Context: an optimization exercise on an open-source flow, tuned for small area, a short achievable clock period and few clock cycles per item. The choices shown serve that exercise and are no tape-out recipe. At most, simulation tests tie the RTL to the original design; equivalence was not proved. Power figures rest on the tool's default switching activity, not on a simulated workload.

trial 31:
==> flow/design.v <==
module wib_expander (
    input  wire        clk,
    input  wire        rst,         
    input  wire        in_valid,
    output wire        in_ready,
    input  wire [63:0] in_data,
    output wire        out_valid,
    input  wire        out_ready,
    output wire [63:0] out_data,
    output wire        out_last     
);
    reg  [4:0]  wcnt;       
    reg  [1:0]  ph;         
    reg         hdr;        
    reg  [15:0] x, y;       
    wire [15:0] c0 = in_data[15:0];
    wire [15:0] c1 = in_data[31:16];
    wire [15:0] c2 = in_data[47:32];
    wire [15:0] c3 = in_data[63:48];
    assign out_valid = in_valid & ~hdr;
    assign in_ready  = hdr | (out_ready & (ph != 2'd2));
    assign out_last  = (ph == 2'd3) & (wcnt == 5'd29);
    reg [15:0] s0, s1, s2;
    always @(*) begin
        case (ph)
            2'd0: begin s0 = c0; s1 = c1; s2 = c2; end
            2'd1: begin s0 = x;  s1 = c0; s2 = c1; end
            2'd2: begin s0 = y;  s1 = x;  s2 = c0; end
            default: begin s0 = c1; s1 = c2; s2 = c3; end
        endcase
    end
    wire [47:0] d = {s2, s1, s0};
    assign out_data = {4'h0, d[47:36], 4'h0, d[35:24], 4'h0, d[23:12], 4'h0, d[11:0]};
    wire in_fire  = in_valid & in_ready;
    wire out_fire = in_valid & ~hdr & out_ready;
    wire [4:0] wnext = (wcnt == 5'd29) ? 5'd0 : wcnt + 5'd1;
    always @(posedge clk) begin
        if (in_valid & out_ready) begin
            x <= c3;
            y <= c2;
        end
    end
    always @(posedge clk) begin
        if (rst) begin
            wcnt <= 5'd0;
            ph   <= 2'd0;
            hdr  <= 1'b1;
        end else begin
            if (in_fire) begin
                wcnt <= wnext;
                hdr  <= (wnext <= 5'd3) | (wnext == 5'd16) | (wnext == 5'd17);
            end
            if (out_fire)
                ph <= ph + 2'd1;
        end
    end
endmodule
Settings: LEC_CHECK=0, CAP_MARGIN=20, CORE_MARGIN=2, CORE_UTILIZATION=40, SETUP_SLACK_MARGIN=1.4, SLEW_MARGIN=20; clock period 4.0 ns.
standard.sh (not shown) runs the stock make flow with config.mk's settings and CLKGATE_MAP_FILE= SYNTH_SCRIPT=/design/flow/synth_recipe.tcl, a recipe that flattens the netlist after the stock synthesis.
==> flow/flow/run.sh <==
#!/bin/bash
# Standard layout, with the port buffers that buffer_ports inserts made of
# sky130_fd_sc_hd__buf_1 instead of the cell it picks by default.
set -euo pipefail
export BUFFER_PORTS_ARGS="-buffer_cell sky130_fd_sc_hd__buf_1"
bash standard.sh > standard.log 2>&1
The inputs of build 53 differ from those of trial 31 as listed below.
==> flow/design.v <==
module wib_expander (
    input  wire        clk,
    input  wire        rst,         
    input  wire        in_valid,
    output wire        in_ready,
    input  wire [63:0] in_data,
    output wire        out_valid,
    input  wire        out_ready,
    output wire [63:0] out_data,
    output wire        out_last     
);
    reg  [4:0]  wcnt;       
    reg  [3:0]  ph;         
    reg         w29;        
    reg         hdr;        
    reg  [15:0] x, y;       
    wire [15:0] c0 = in_data[15:0];
    wire [15:0] c1 = in_data[31:16];
    wire [15:0] c2 = in_data[47:32];
    wire [15:0] c3 = in_data[63:48];
    assign out_valid = in_valid & ~hdr;
    assign in_ready  = hdr | (out_ready & ~ph[2]);
    assign out_last  = ph[3] & w29;
    wire [15:0] s0 = ({16{ph[0]}} & c0) | ({16{ph[1]}} & x)  | ({16{ph[2]}} & y)  | ({16{ph[3]}} & c1);
    wire [15:0] s1 = ({16{ph[0]}} & c1) | ({16{ph[1]}} & c0) | ({16{ph[2]}} & x)  | ({16{ph[3]}} & c2);
    wire [15:0] s2 = ({16{ph[0]}} & c2) | ({16{ph[1]}} & c1) | ({16{ph[2]}} & c0) | ({16{ph[3]}} & c3);
    wire [47:0] d = {s2, s1, s0};
    assign out_data = {4'h0, d[47:36], 4'h0, d[35:24], 4'h0, d[23:12], 4'h0, d[11:0]};
    wire in_fire  = in_valid & in_ready;
    wire out_fire = in_valid & ~hdr & out_ready;
    wire [4:0] wnext = (wcnt == 5'd29) ? 5'd0 : wcnt + 5'd1;
    always @(posedge clk) begin
        if (in_valid & out_ready) begin
            x <= c3;
            y <= c2;
        end
    end
    always @(posedge clk) begin
        if (rst) begin
            wcnt <= 5'd0;
            ph   <= 4'b0001;
            hdr  <= 1'b1;
            w29  <= 1'b0;
        end else begin
            if (in_fire) begin
                wcnt <= wnext;
                hdr  <= (wnext <= 5'd3) | (wnext == 5'd16) | (wnext == 5'd17);
                w29  <= (wnext == 5'd29);
            end
            if (out_fire)
                ph <= {ph[2:0], ph[3]};
        end
    end
endmodule
### Flow results
Cmp build 53 vs trial 31: layout buffering overhead excluding clock cells lower in build 53
Build 53 reports a lower summed instance area of the synthesized netlist than trial 31 does.
Of the two values seen for slowest cell on the critical path, a222oi_1 was produced by trial 31 and dfxtp_4 by build 53.
Summary of the comparison: critical path depth is lower in build 53, relative to trial 31.
Clock buffer count ended up 1 lower on build 53 than on trial 31.
The higher power share of the combinational group of trial 31 and build 53 is in trial 31.
When build 53 is set beside trial 31, its count of fill cells added during filler insertion turns out to be about 4.6% smaller.
Total met3 wirelength after detailed routing for build 53: 47% down relative to trial 31
Compared with trial 31, layout buffer count excluding clock buffers in build 53 decreased by more than 10%.
Changes observed in build 53 relative to trial 31: final core area utilization down 3.8 points; period utilization shows a reduction of 4.9 points; setup slack after placement has increased; sequential cell count picked up an extra 3.
| total die area | build 53 vs trial 31 | 8.7% lower |
Testbench counts of build 53, summed over its fixed seeds: cycles 19,456, frames 512.
The RTL of trial 31 was laid out without a check of its function.

## before
Another version of the RTL of wib_expander (not shown whole).
Size: about 42 flip-flops.
==> module wib_expander, before the edit <==
module wib_expander (
    input  wire        clk,
    input  wire        rst,         
    input  wire        in_valid,
    output wire        in_ready,
    input  wire [63:0] in_data,
    output wire        out_valid,
    input  wire        out_ready,
    output wire [63:0] out_data,
    output wire        out_last     
);
    reg  [3:0]  ph;         
    reg         hdr;        
    reg  [1:0]  hcnt;       
    reg  [2:0]  grp;        
    reg  [15:0] x, y;       
    wire [15:0] c0 = in_data[15:0];
    wire [15:0] c1 = in_data[31:16];
    wire [15:0] c2 = in_data[47:32];
    wire [15:0] c3 = in_data[63:48];
    assign out_valid = in_valid & ~hdr;
    assign in_ready  = hdr | (out_ready & ~ph[2]);
    assign out_last  = ph[3] & (grp == 3'd7);
    wire [15:0] s0 = ({16{ph[0]}} & c0) | ({16{ph[1]}} & x)  | ({16{ph[2]}} & y)  | ({16{ph[3]}} & c1);
    wire [15:0] s1 = ({16{ph[0]}} & c1) | ({16{ph[1]}} & c0) | ({16{ph[2]}} & x)  | ({16{ph[3]}} & c2);
    wire [15:0] s2 = ({16{ph[0]}} & c2) | ({16{ph[1]}} & c1) | ({16{ph[2]}} & c0) | ({16{ph[3]}} & c3);
    wire [47:0] d = {s2, s1, s0};
    assign out_data = {4'h0, d[47:36], 4'h0, d[35:24], 4'h0, d[23:12], 4'h0, d[11:0]};
    wire out_fire = in_valid & ~hdr & out_ready;
    always @(posedge clk) begin
        if (in_valid & out_ready) begin
            x <= c3;
            y <= c2;
        end
    end
    always @(posedge clk) begin
        if (rst) begin
            ph   <= 4'b0001;
            hdr  <= 1'b1;
            hcnt <= 2'd3;
            grp  <= 3'd0;
        end else begin
            if (hdr) begin
                if (in_valid) begin
                    hcnt <= hcnt - 2'd1;
                    if (hcnt == 2'd0)
                        hdr <= 1'b0;
                end
            end else if (out_fire) begin
                ph <= {ph[2:0], ph[3]};
                if (ph[3]) begin
                    grp <= grp + 3'd1;
                    if (grp[1:0] == 2'd3) begin
                        hdr  <= 1'b1;
                        hcnt <= grp[2] ? 2'd3 : 2'd1;
                    end
                end
            end
        end
    end
endmodule
export LEC_CHECK = 0
export CAP_MARGIN = 20
export CORE_MARGIN = 2
export CORE_UTILIZATION = 40
export SETUP_SLACK_MARGIN = 1.7
export SLEW_MARGIN = 20
create_clock -name core_clock -period 4.0 [get_ports {clk}]
==> flow/flow/run.sh <==
#!/bin/bash
# Standard layout, with the port buffers that buffer_ports inserts made of
# sky130_fd_sc_hd__buf_1 instead of the cell it picks by default, and the
# constant outputs left on the one tie cell that synthesis gives them.
set -euo pipefail
export BUFFER_PORTS_ARGS="-buffer_cell sky130_fd_sc_hd__buf_1"
export SKIP_REPAIR_TIE_FANOUT=1
bash standard.sh > standard.log 2>&1
Testbench counts of before, summed over its fixed seeds: cycles 19,456, frames 512.
#### Input delta (after over before)
==> flow/design.v <==
module wib_expander (
    input  wire        clk,
    input  wire        rst,         
    input  wire        in_valid,
    output wire        in_ready,
    input  wire [63:0] in_data,
    output wire        out_valid,
    input  wire        out_ready,
    output wire [63:0] out_data,
    output wire        out_last     
);
    reg  [3:0]  ph;         
    reg         hdr;        
    reg  [3:0]  k;          
    reg  [15:0] x, y;       
    wire [15:0] c0 = in_data[15:0];
    wire [15:0] c1 = in_data[31:16];
    wire [15:0] c2 = in_data[47:32];
    wire [15:0] c3 = in_data[63:48];
    assign out_valid = in_valid & ~hdr;
    assign in_ready  = hdr | (out_ready & ~ph[2]);
    assign out_last  = ph[3] & (k == 4'd13);
    wire [15:0] s0 = ({16{ph[0]}} & c0) | ({16{ph[1]}} & x)  | ({16{ph[2]}} & y)  | ({16{ph[3]}} & c1);
    wire [15:0] s1 = ({16{ph[0]}} & c1) | ({16{ph[1]}} & c0) | ({16{ph[2]}} & x)  | ({16{ph[3]}} & c2);
    wire [15:0] s2 = ({16{ph[0]}} & c2) | ({16{ph[1]}} & c1) | ({16{ph[2]}} & c0) | ({16{ph[3]}} & c3);
    wire [47:0] d = {s2, s1, s0};
    assign out_data = {4'h0, d[47:36], 4'h0, d[35:24], 4'h0, d[23:12], 4'h0, d[11:0]};
    wire out_fire = in_valid & ~hdr & out_ready;
    always @(posedge clk) begin
        if (in_valid & out_ready) begin
            x <= c3;
            y <= c2;
        end
    end
    wire       step  = hdr ? in_valid : (out_fire & ph[3]);
    wire [3:0] knext = (k == 4'd13) ? 4'd0 : k + 4'd1;
    always @(posedge clk) begin
        if (rst) begin
            ph  <= 4'b0001;
            hdr <= 1'b1;
            k   <= 4'd0;
        end else begin
            if (out_fire)
                ph <= {ph[2:0], ph[3]};
            if (step) begin
                k   <= knext;
                hdr <= (knext <= 4'd3) | (knext == 4'd8) | (knext == 4'd9);
            end
        end
    end
endmodule
Findings:
- Every stage of the flow completed for after, and the final layout passed the timing, DRC and antenna checks.
- Share of synthesized cell area in full adder, half adder and majority cells delta (before -> after): insignificant
- Post-placement cell count: before and after compared, lower one is before
- Diff before -> after | die area | decrease of 36 um2
- Lower number of global-route vias before repair goes to before over after.
- Run comparison: before endpoint of the worst setup timing path out_data[48]; after endpoint of the worst setup timing path out_data[26]
- before → after: number of flip-flops and latches in the synthesized netlist lower, count of flip-flops and latches lower, biggest fanout along the worst timing path higher.
For after, only the layout was checked, not whether the RTL still works.

==> separate check: timing with driven ports <==
How much do the figures lean on ideal ports? The routed layouts below were timed once more, with nothing changed but the port constraints.
Step 1 (the two cells are an assumption about what drives the block):
set clk [get_ports {clk}]
set_driving_cell -lib_cell sky130_fd_sc_hd__clkbuf_16 $clk
set_driving_cell -lib_cell sky130_fd_sc_hd__buf_2 [delete_from_list [all_inputs] $clk]
Step 2 also shifts input and output timing later by t, the mid clock arrival at the registers, as if the neighbouring blocks saw the same clock.
Three values: ideal ports, drivers, drivers and shift; two values: the first two.
run | t (ns) | slack for setup (ns) | worst hold slack (ns) | worst register clock-pin slew, ns
trial 31 | 0.315 | 1.471 / 1.441 / 1.576 | 0.560 / 0.560 / 0.560 | 0.08 / 0.08
build 53 | 0.321 | 1.666 / 1.635 / 1.619 | 0.502 / 0.502 / 0.502 | 0.08 / 0.08
before | 0.319 | 1.838 / 1.809 / 1.812 | 0.481 / 0.481 / 0.481 | 0.09 / 0.09
after | 0.312 | 1.774 / 1.747 / 1.605 | 0.526 / 0.526 / 0.526 | 0.08 / 0.08
After both steps every run listed still meets setup and hold. For after, which loses most, drivers alone change the setup slack by -0.027 ns; drivers and shift together by -0.169 ns.
